This is an optimization exercise on Yosys and OpenROAD, whose aim is small area, a short achievable clock period and few clock cycles, not a production implementation.
Only simulation tests tie the RTL to the original design; equivalence was not proved.

v14:
## cprq_core
module cprq_core (
    input  wire         clk,
    input  wire         rst,             
    input  wire         cmd_valid,
    output reg          cmd_ready,
    input  wire [31:0]  cmd_hdr,
    input  wire [31:0]  cmd_addr,
    input  wire [31:0]  cmd_a,
    input  wire [31:0]  cmd_b,
    input  wire [31:0]  cmd_c,
    output reg          rsp_valid,
    input  wire         rsp_ready,
    output reg  [1:0]   rsp_status,
    output reg          rsp_f0v,
    output reg          rsp_f1v,
    output reg  [111:0] rsp_frame0,
    output wire [111:0] rsp_frame1,
    output reg          crc_req_valid,
    input  wire         crc_req_ready,
    output reg  [87:0]  crc_req_msg,
    input  wire         crc_rsp_valid,
    output reg          crc_rsp_ready,
    input  wire [23:0]  crc_rsp_val
);
    localparam [1:0] OP_MKPOS = 2'b01,
                     OP_MKALT = 2'b10,
                     OP_MKVEL = 2'b11;
    localparam [4:0] TYPE_ALT = 5'd0,
                     TYPE_POS = 5'd17,
                     TYPE_VEL = 5'd19;
    localparam [2:0] P0 = 3'd0, P1 = 3'd1, P2 = 3'd2, P3 = 3'd3, P4 = 3'd4;
    reg [2:0]  ph;
    reg [6:0]  c_hdr;
    reg [23:0] c_addr;
    reg [31:0] c_a, c_b, c_c;
    reg [28:0] zq_r;        
    reg [5:0]  nz;
    reg        m_wait;      
    reg        m_slot;      
    reg        m_last;      
    reg [59:0] nmsg;
    reg        n_v;
    reg        n_slot;
    reg        n_last;
    reg [58:0] f1_lo;       
    assign rsp_frame1 = {rsp_frame0[111:59] & {53{rsp_f1v}}, f1_lo};
    wire [1:0] op      = c_hdr[1:0];
    wire [1:0] variant = c_hdr[3:2];
    wire       pa      = c_hdr[4];
    wire       pb      = c_hdr[5];
    wire       pc      = c_hdr[6];
    wire       is_err  = (op == 2'b00) || (variant == 2'b11);
    wire       is_pos  = (op == OP_MKPOS) && (variant != 2'b11);
    wire [7:0] fb      = (variant == 2'b01) ? 8'h95 : 8'h92;
    wire       imf     = (variant == 2'b10);
    wire [11:0] ac;
    wire        ss, ss_a, ss_b;
    wire [10:0] ens, eew;
    wire [9:0]  evr;
    cprq_alt_enc u_alt (.present(pc), .w(c_c), .ac(ac));
  ...
Size in the first run: about 520 flip-flops, about 510 I/O pins.
clock: 34.0 ns
lec_check: 0
cap_margin: 20
core_margin: 2
core_utilization: 40
slew_margin: 20
standard.sh (not shown) runs the stock make flow with config.mk's settings and CLKGATE_MAP_FILE= SYNTH_SCRIPT=/design/flow/synth_recipe.tcl, a recipe that flattens the netlist after the stock synthesis.
==> flow/flow/run.sh <==
#!/bin/bash
# Own layout flow: the standard flow (standard.sh) with
#  - synthesis through flow/synth.tcl: the standard flow's script, but ABC maps with an
#    area-recovering script at a realistic delay target; no full-adder
#    extraction and yosys's own carry-lookahead mapping (registers unchanged);
#  - timing repair aiming below the 34 ns constraint (SETUP_SLACK_MARGIN),
#    so that the achieved period is short. The SDC is the standard flow's, unchanged;
#  - every port still gets its buffer, but a plain buf_1 (BUFFER_PORTS_ARGS)
#    instead of the delay cell buffer_ports picks by default;
#  - clock tree built from clkbuf_8 (CTS_BUF_LIST) instead of clkbuf_16.
# Every tool's output goes to the ORFS logs under orfs/logs; make's own
# output goes to flow_make.log in this folder.
set -euo pipefail
W=$PWD
export FLOW_ABC_DELAY_PS=6000
bash standard.sh \
  SYNTH_SCRIPT=$W/flow/synth.tcl \
  ADDER_MAP_FILE= \
  SYNTH_OPERATIONS_ARGS=-nofsm \
  SETUP_SLACK_MARGIN=25.2 \
  CTS_BUF_LIST=sky130_fd_sc_hd__clkbuf_8 \
  'BUFFER_PORTS_ARGS=-buffer_cell sky130_fd_sc_hd__buf_1' \
  finish > $W/flow_make.log 2>&1
==> flow/flow/synth.tcl <==
# The standard flow's synthesis script (synth_recipe.tcl) with one change: ABC maps with
# yosys's own area-recovering script at a realistic delay target instead of
# ORFS's fixed minimum-delay script. Registers are mapped before ABC, exactly
# as in the standard synthesis.
proc synth {args} { yosys synth -nofsm -noshare {*}$args }
proc abc {args} {
  set out {}
  set skip 0
  foreach a $args {
    if {$skip} { set skip 0; continue }
    if {$a eq "-script" || $a eq "-D"} { set skip 1; continue }
    lappend out $a
  }
  yosys abc {*}$out -D $::env(FLOW_ABC_DELAY_PS)
}
source $::env(SCRIPTS_DIR)/synth.tcl
# left out here: clear keep_hierarchy, flatten, clean up, hide names made inside functions, write 1_2_yosys.v
Testbench counts of v14, summed over its fixed seeds: cycles 4,802.
diff inputs: v14 => v28
--- a/flow/flow/run.sh
+++ b/flow/flow/run.sh
@@ -8,5 +8,5 @@
 #  - every port still gets its buffer, but a plain buf_1 (BUFFER_PORTS_ARGS)
 #    instead of the delay cell buffer_ports picks by default;
-#  - clock tree built from clkbuf_8 (CTS_BUF_LIST) instead of clkbuf_16.
+#  - clock tree built from clkbuf_4 and clkbuf_8 (CTS_BUF_LIST) instead of clkbuf_16.
 # Every tool's output goes to the ORFS logs under orfs/logs; make's own
 # output goes to flow_make.log in this folder.
@@ -18,6 +18,6 @@
   ADDER_MAP_FILE= \
   SYNTH_OPERATIONS_ARGS=-nofsm \
-  SETUP_SLACK_MARGIN=25.2 \
-  CTS_BUF_LIST=sky130_fd_sc_hd__clkbuf_8 \
+  SETUP_SLACK_MARGIN=25.0 \
+  'CTS_BUF_LIST=sky130_fd_sc_hd__clkbuf_4 sky130_fd_sc_hd__clkbuf_8' \
   'BUFFER_PORTS_ARGS=-buffer_cell sky130_fd_sc_hd__buf_1' \
   finish > $W/flow_make.log 2>&1
- Compared with v14, v28 shows overall via count from detail_route that has gone down slightly.
- On register cell area after layout, v28 tracks v14 almost exactly.
- [compare] base=v14 new=v28: total detailed-routing wirelength held steady; maximum frequency did not really move.
[inputs] v54 vs v28
--- a/flow/flow/run.sh
+++ b/flow/flow/run.sh
@@ -8,5 +8,5 @@
 #  - every port still gets its buffer, but a plain buf_1 (BUFFER_PORTS_ARGS)
 #    instead of the delay cell buffer_ports picks by default;
-#  - clock tree built from clkbuf_4 and clkbuf_8 (CTS_BUF_LIST) instead of clkbuf_16.
+#  - clock tree built from clkbuf_8 (CTS_BUF_LIST) instead of clkbuf_16.
 # Every tool's output goes to the ORFS logs under orfs/logs; make's own
 # output goes to flow_make.log in this folder.
@@ -18,6 +18,6 @@
   ADDER_MAP_FILE= \
   SYNTH_OPERATIONS_ARGS=-nofsm \
-  SETUP_SLACK_MARGIN=25.0 \
-  'CTS_BUF_LIST=sky130_fd_sc_hd__clkbuf_4 sky130_fd_sc_hd__clkbuf_8' \
+  SETUP_SLACK_MARGIN=24.8 \
+  CTS_BUF_LIST=sky130_fd_sc_hd__clkbuf_8 \
   'BUFFER_PORTS_ARGS=-buffer_cell sky130_fd_sc_hd__buf_1' \
   finish > $W/flow_make.log 2>&1
Notes after the runs:
When the final numbers for v54 and v28 were put side by side, the period utilization turned out to be smaller in v28.
Comparing v54 with v28, the utilization after layout came out essentially unchanged.
Maximum frequency on v54 is behind v28.
Count of clock buffers in the final design shrinks by more than 10% when moving from v28 to v54.
From v28 to v54 the numbers moved as follows: met3 track utilization from global routing increased by 0.30 points relative to the old numbers, portion of the layout cell area used by clock cells ~0 delta.
The lower number of DRC markers in iteration 0 came out of v28.
Between v54 and v28, the total of plain and repair buffers excluding clock buffers is higher for v28.
The higher delay contributed by the slowest stage of the critical path of v54 and v28 is in v54.
The following lists how v11 was set up differently from v54:
--- a/flow/flow/run.sh
+++ b/flow/flow/run.sh
@@ -8,5 +8,5 @@
 #  - every port still gets its buffer, but a plain buf_1 (BUFFER_PORTS_ARGS)
 #    instead of the delay cell buffer_ports picks by default;
-#  - clock tree built from clkbuf_8 (CTS_BUF_LIST) instead of clkbuf_16.
+#  - larger clock-sink clusters (CTS_CLUSTER_SIZE), fewer clock buffers.
 # Every tool's output goes to the ORFS logs under orfs/logs; make's own
 # output goes to flow_make.log in this folder.
@@ -19,5 +19,5 @@
   SYNTH_OPERATIONS_ARGS=-nofsm \
   SETUP_SLACK_MARGIN=24.8 \
-  CTS_BUF_LIST=sky130_fd_sc_hd__clkbuf_8 \
+  CTS_CLUSTER_SIZE=24 \
   'BUFFER_PORTS_ARGS=-buffer_cell sky130_fd_sc_hd__buf_1' \
   finish > $W/flow_make.log 2>&1
Findings:
Compared v11 against v54; fmax within noise.
v54 has a lower worst setup slack than v11.
v54 -> v11: multiplexer fraction of the synthesized cell area delta 0, exact match
In the tables for v54 and v11, final design instance area without fill reads lower with v54.

==> separate check: timing with driven ports <==
In the flow no input, the clock included, has a driving cell. The finished layouts below were timed again as built, in two steps. Step 1 assumes that a clkbuf_16 drives the clock port and a buf_2 every other input. Step 2 adds t to the input delays and takes it off the output delays; t is the mean of the earliest and latest rising clock arrival at the registers after step 1. Input paths then give back, and output paths get back, about the clock's delay inside the block. Slacks: ideal ports / drivers / drivers and shift; pairs: ideal ports / drivers.
run	shift t [ns]	setup WS [ns]	clock arrival spread, ns
v14	0.870	25.023 / 25.023 / 24.391	0.082 / 0.082
v28	0.814	25.023 / 25.023 / 24.276	0.096 / 0.096
v54	0.834	24.825 / 24.825 / 24.080	0.073 / 0.073
v11	0.753	24.841 / 24.841 / 24.109	0.096 / 0.096
After both steps setup and hold are still met in every run listed. The setup slack of v28, which loses most, moves by 0.000 ns with the drivers and by -0.747 ns with both steps.
